This design comes from an exercise in tuning for small area and a short achievable clock period on the open sky130 flow, not from production work. The RTL was checked by simulation tests, not by an equivalence proof against the original design. No activity file was given, so power comes from the tool's default toggle rates.

## zsab
module zsab #(
    parameter [31:0] PREHEAT_NOMINAL      = 32'd400,
    parameter [15:0] PWM_RANGE            = 16'd5000,
    parameter [7:0]  KIND_SUPPORTED       = 8'h01,
    parameter [15:0] RST_UART_DIV         = 16'd16,
    parameter [31:0] RST_FRAME_TIMEOUT_MS = 32'd20,
    parameter [31:0] RST_CONV_SETTLE_MS   = 32'd2,
    parameter [31:0] RST_PWM_BUDGET_MS    = 32'd100,
    parameter [15:0] RST_SCK_HALF         = 16'd4
) (
    input             clk,
    input             rst,
    input      [31:0] ms_now,
    input      [5:0]  bus_addr,
    input             bus_we,
    input             bus_re,
    input      [31:0] bus_wdata,
    output reg [31:0] bus_rdata,
    output            uart_tx,
    input             uart_rx,
    output            sbr_sck,
    output            sbr_cs_n,
    input             sbr_so,
    input             pwm_in,
    output            tmr_suspend,
    output reg        evt_done
);
    localparam [3:0] S_IDLE      = 4'd0,
                     S_SER_START = 4'd1,
                     S_SER_TX    = 4'd2,
                     S_SER_RX    = 4'd3,
                     S_SER_CHECK = 4'd4,
                     S_SBR_START = 4'd5,
                     S_SBR_TRIG  = 4'd6,
                     S_SBR_SETTLE= 4'd7,
                     S_SBR_SETUP = 4'd8,
                     S_SBR_HI    = 4'd9,
                     S_SBR_LO    = 4'd10,
                     S_SBR_EVAL  = 4'd11,
                     S_PWM_START = 4'd12,
                     S_PWM_POLL  = 4'd13,
                     S_PWM_CALC  = 4'd14,
  ...
clock: 200.0 ns
lec_check: 0
abc_area: 1
cap_margin: 20
core_margin: 2
core_utilization: 40
cts_buf_list: sky130_fd_sc_hd__clkbuf_4
cts_cluster_size: 30
slew_margin: 20
standard.sh (not shown) runs the stock make flow with config.mk's settings and CLKGATE_MAP_FILE= SYNTH_SCRIPT=/design/flow/synth_recipe.tcl, a recipe that flattens the netlist after the stock synthesis.
==> flow/flow/run.sh <==
#!/bin/bash
set -euo pipefail
here=$(pwd)
rm -rf "$here/scripts_mod"
cp -r "$FLOW_HOME/scripts" "$here/scripts_mod"
cp "$here/flow/abc_area.script" "$here/scripts_mod/abc_area.script"
bash standard.sh SCRIPTS_DIR="$here/scripts_mod" \
    "BUFFER_PORTS_ARGS=-buffer_cell sky130_fd_sc_hd__buf_2" SETUP_SLACK_MARGIN=117.5 \
    "CTS_ARGS=-sink_clustering_enable -repair_clock_nets -dont_use_dummy_load -sink_clustering_size 30 -buf_list sky130_fd_sc_hd__clkbuf_4" finish > "$here/standard.log" 2>&1
==> flow/flow/abc_area.script <==
strash
dch
map -B 0.5
topo
stime -c
buffer -c
dnsize -c
==> next run, changes <==
--- a/flow/design.v
+++ b/flow/design.v
@@ -239,35 +239,37 @@
             end
             S_CHK_START: begin
                 fin = 1'b1; fin_code = C_SUCCESS_UINT; fin_val = {9'd0, frame_chk};
             end
             default: ;
         endcase
     end
+    reg [31:0] rd_lo;
     always @* begin
-        case (bus_addr)
-            A_STATUS:      bus_rdata = {12'd0, rx_count, tmr_suspend, pst, seq,
-                                        1'b0, op, 1'b0, rej, done, busy};
-            A_RESULT:      bus_rdata = {{29{code[3]}}, code[2:0]};
-            A_VALUE:       bus_rdata = {{15{value_s}}, value_lo};
-            A_DEADLINE:    bus_rdata = warmup_deadline;
-            A_UART_DIV:    bus_rdata = {16'd0, uart_div};
-            A_FRAME_TO:    bus_rdata = frame_timeout_ms;
-            A_CONV_SETTLE: bus_rdata = conv_settle_ms;
-            A_PWM_BUDGET:  bus_rdata = pwm_budget_ms;
-            A_SCK_HALF:    bus_rdata = {16'd0, sck_half};
-            A_SBR_RAW:     bus_rdata = {16'd0, sbr_raw};
-            A_PWM_HIGH:    bus_rdata = pwm_high_ms;
-            A_PWM_LOW:     bus_rdata = pwm_low_ms;
-            A_FRAME0:      bus_rdata = {frame[3], frame[2], frame[1], frame[0]};
-            A_FRAME1:      bus_rdata = {frame[7], frame[6], frame[5], frame[4]};
-            A_FRAME2:      bus_rdata = {24'd0, frame[8]};
-            A_NOW:         bus_rdata = ms_now;
-            default:       bus_rdata = 32'd0;
+        case (bus_addr[3:0])
+            4'h1: rd_lo = {12'd0, rx_count, tmr_suspend, pst, seq,
+                           1'b0, op, 1'b0, rej, done, busy};
+            4'h2: rd_lo = {{29{code[3]}}, code[2:0]};
+            4'h3: rd_lo = {{15{value_s}}, value_lo};
+            4'h4: rd_lo = warmup_deadline;
+            4'h5: rd_lo = {16'd0, uart_div};
+            4'h6: rd_lo = frame_timeout_ms;
+            4'h7: rd_lo = conv_settle_ms;
+            4'h8: rd_lo = pwm_budget_ms;
+            4'h9: rd_lo = {16'd0, sck_half};
+            4'hA: rd_lo = {16'd0, sbr_raw};
+            4'hB: rd_lo = pwm_high_ms;
+            4'hC: rd_lo = pwm_low_ms;
+            4'hD: rd_lo = {frame[3], frame[2], frame[1], frame[0]};
+            4'hE: rd_lo = {frame[7], frame[6], frame[5], frame[4]};
+            4'hF: rd_lo = {24'd0, frame[8]};
+            default: rd_lo = 32'd0;
         endcase
+        bus_rdata = ((bus_addr[5:4] == 2'b00) ? rd_lo : 32'd0) |
+                    ((bus_addr == A_NOW) ? ms_now : 32'd0);
     end
     wire        cfg_we   = bus_we && !busy;
     wire [15:0] div_in   = (bus_wdata[15:2] == 14'd0) ? 16'd4 : bus_wdata[15:0];
     wire [15:0] half_in  = (bus_wdata[15:1] == 15'd0) ? 16'd2 : bus_wdata[15:0];
     wire [31:0] nrst32   = {32{!rst}};
     wire [31:0] rst32    = {32{rst}};
     always @(posedge clk)
Result: Routed wire length goes up by 3.8%. Clock-buffer cell count goes up by 1. Final area goes up by 0.94%. Sequential cell count is unchanged. Power goes up by 3.8%. Fmax is about the same. Cell count goes up by 2.2%. Hold slack loses 0.0056 ns. Synthesized cell count goes up by 2.3%. Setup slack gains 0.045 ns. Non-clock buffer count goes up by 18. Utilization goes down by 0.14 points. Die area goes up by 0.87%. Global-route usage goes up by 0.56 points.

* * *

Another version of the RTL of zsab (not shown whole).
Size: ~110 I/O pins, roughly 43,000 um2 of cells after synthesis.
// zsab
module zsab #(
    parameter [31:0] PREHEAT_NOMINAL      = 32'd400,
    parameter [15:0] PWM_RANGE            = 16'd5000,
    parameter [7:0]  KIND_SUPPORTED       = 8'h01,
    parameter [15:0] RST_UART_DIV         = 16'd16,
    parameter [31:0] RST_FRAME_TIMEOUT_MS = 32'd20,
    parameter [31:0] RST_CONV_SETTLE_MS   = 32'd2,
    parameter [31:0] RST_PWM_BUDGET_MS    = 32'd100,
    parameter [15:0] RST_SCK_HALF         = 16'd4
) (
    input             clk,
    input             rst,
    input      [31:0] ms_now,
    input      [5:0]  bus_addr,
    input             bus_we,
    input             bus_re,
    input      [31:0] bus_wdata,
    output reg [31:0] bus_rdata,
    output            uart_tx,
    input             uart_rx,
    output            sbr_sck,
    output            sbr_cs_n,
    input             sbr_so,
    input             pwm_in,
    output            tmr_suspend,
    output reg        evt_done
);
    localparam [3:0] S_IDLE      = 4'd0,
                     S_SER_START = 4'd1,
                     S_SER_TX    = 4'd2,
                     S_SER_RX    = 4'd3,
                     S_SER_CHECK = 4'd4,
                     S_SBR_START = 4'd5,
                     S_SBR_TRIG  = 4'd6,
                     S_SBR_SETTLE= 4'd7,
                     S_SBR_SETUP = 4'd8,
                     S_SBR_HI    = 4'd9,
                     S_SBR_LO    = 4'd10,
                     S_SBR_EVAL  = 4'd11,
                     S_PWM_START = 4'd12,
                     S_PWM_POLL  = 4'd13,
                     S_PWM_CALC  = 4'd14,
                     S_CHK_START = 4'd15;
    localparam [2:0] P_WAIT_LOW  = 3'd0,
  ...
clock: 200.0 ns
lec_check: 0
abc_area: 1
cap_margin: 20
core_margin: 2
core_utilization: 40
cts_buf_list: sky130_fd_sc_hd__clkbuf_4
cts_cluster_size: 30
slew_margin: 20
Scripts as last shown in full above: flow/flow/run.sh, flow/flow/abc_area.script
==> next run, changes <==
--- a/flow/design.v
+++ b/flow/design.v
@@ -62,19 +62,19 @@
                      A_DEADLINE = 6'h04, A_UART_DIV = 6'h05, A_FRAME_TO = 6'h06,
                      A_CONV_SETTLE = 6'h07, A_PWM_BUDGET = 6'h08, A_SCK_HALF = 6'h09,
                      A_SBR_RAW = 6'h0A, A_PWM_HIGH = 6'h0B, A_PWM_LOW = 6'h0C,
                      A_FRAME0 = 6'h0D, A_FRAME1 = 6'h0E, A_FRAME2 = 6'h0F, A_NOW = 6'h10;
     reg [3:0]  seq;
     reg        done, rej;
     reg [2:0]  op;
     reg [3:0]  code;         
     reg [16:0] value_lo;     
-    wire       value_s = value_lo[16] && (op == 3'd3);
+    reg        value_s;
     reg [31:0] warmup_deadline;
     reg [15:0] uart_div;
     reg [31:0] frame_timeout_ms;
     reg [31:0] conv_settle_ms;
     reg [31:0] pwm_budget_ms;
     reg [15:0] sck_half;
     reg [15:0] sbr_raw;
     reg [31:0] pwm_high_ms;
     reg [31:0] pwm_low_ms;
@@ -285,19 +285,19 @@
     always @(posedge clk)
         if (rst || (cfg_we && bus_addr == A_PWM_BUDGET))
             pwm_budget_ms <= (bus_wdata & nrst32) | (RST_PWM_BUDGET_MS & rst32);
     always @(posedge clk)
         if (rst || (cfg_we && bus_addr == A_SCK_HALF))
             sck_half <= (half_in & nrst32[15:0]) | (RST_SCK_HALF & rst32[15:0]);
     always @(posedge clk) begin
         if (rst) begin
             seq <= S_IDLE; done <= 1'b0; rej <= 1'b0; op <= 3'd0;
-            code <= C_NONE; value_lo <= 17'd0;
+            code <= C_NONE; value_lo <= 17'd0; value_s <= 1'b0;
             sbr_raw <= 16'd0; pwm_high_ms <= 32'd0; pwm_low_ms <= 32'd0;
             for (k = 0; k < 9; k = k + 1) frame[k] <= 8'd0;
             pst <= P_WAIT_LOW; kind_ok <= 1'b0;
             t0 <= 32'd0; tm <= 32'd0;
             rx_st <= RX_IDLE; rx_bit <= 3'd0;
             rx_sh <= 8'd0; rx_count <= 4'd0;
             rx_s1 <= 1'b1; rx_s <= 1'b1; so_s1 <= 1'b0; so_s <= 1'b0;
             pwm_s1 <= 1'b1; pwm_s <= 1'b1;
             evt_done <= 1'b0;
@@ -309,18 +309,19 @@
             if (bus_we) begin
                 case (bus_addr)
                     A_CMD:
                         if (!busy && cmd_legal) begin
                             seq      <= cmd_start;
                             op       <= cmd_op[2:0];
                             done     <= 1'b0;
                             code     <= C_NONE;
                             value_lo <= 17'd0;
+                            value_s  <= 1'b0;
                             kind_ok  <= (bus_wdata[15:8] == KIND_SUPPORTED);
                         end else begin
                             rej <= 1'b1;
                         end
                     A_STATUS: begin
                         if (bus_wdata[1]) done <= 1'b0;
                         if (bus_wdata[2]) rej  <= 1'b0;
                     end
                     A_DEADLINE, A_UART_DIV, A_FRAME_TO, A_CONV_SETTLE, A_PWM_BUDGET,
@@ -472,18 +473,19 @@
                                 end
                             default: ;
                         endcase
                     end
                 default: ;
             endcase
             if (fin) begin
                 code     <= fin_code;
                 value_lo <= fin_val;
+                value_s  <= fin_s;
                 done     <= 1'b1;
                 seq      <= S_IDLE;
                 evt_done <= 1'b1;
                 rx_st    <= RX_IDLE;
             end
         end
     end
 endmodule
 module zsab_sub #(parameter W = 32) (input [W-1:0] a, input [W-1:0] b, output [W-1:0] d);
Effect: The changed run finished with timing, DRC and antenna clean; flip-flop and latch count goes up by 1; synthesized cell count goes down slightly; fmax stays flat; design area hardly moves; via count goes down slightly; hold slack loses 0.0098 ns; clock power goes down by a few percent; routed wire length goes down slightly; critical path depth goes up by 1; setup slack gains 0.028 ns; power goes down by well over a third; synthesized area hardly moves; non-clock buffer count goes down by 9.

-- re-timing with driven ports --
How much do the figures lean on ideal ports? The routed layouts below were timed once more, with nothing changed but the port constraints.
Step 1 assumes that a clkbuf_16 drives the clock port and a buf_2 every other input.
Step 2 times the ports against the registers' clock, not the clock port: input delays grow and output delays shrink by t, the midpoint of the rising clock arrivals with the driver on.
Three values: ideal ports, drivers, drivers and shift; two values: the first two.
| run | t, ns | slack for setup (ns) | worst slew at a driven data input, ns |
|---|---|---|---|
| the first run of note 1 | 0.972 | 117.403 / 117.374 / 117.374 | 0.14 |
| the second run of note 1 | 0.980 | 117.448 / 117.404 / 117.404 | 0.19 |
| the first run of note 2 | 1.022 | 117.375 / 117.354 / 117.354 | 0.15 |
| the second run of note 2 | 0.972 | 117.403 / 117.374 / 117.374 | 0.14 |
After both steps setup and hold are still met in every run listed. For the second run of note 1, which loses most, drivers alone change the setup slack by -0.044 ns; drivers and shift together by -0.044 ns.
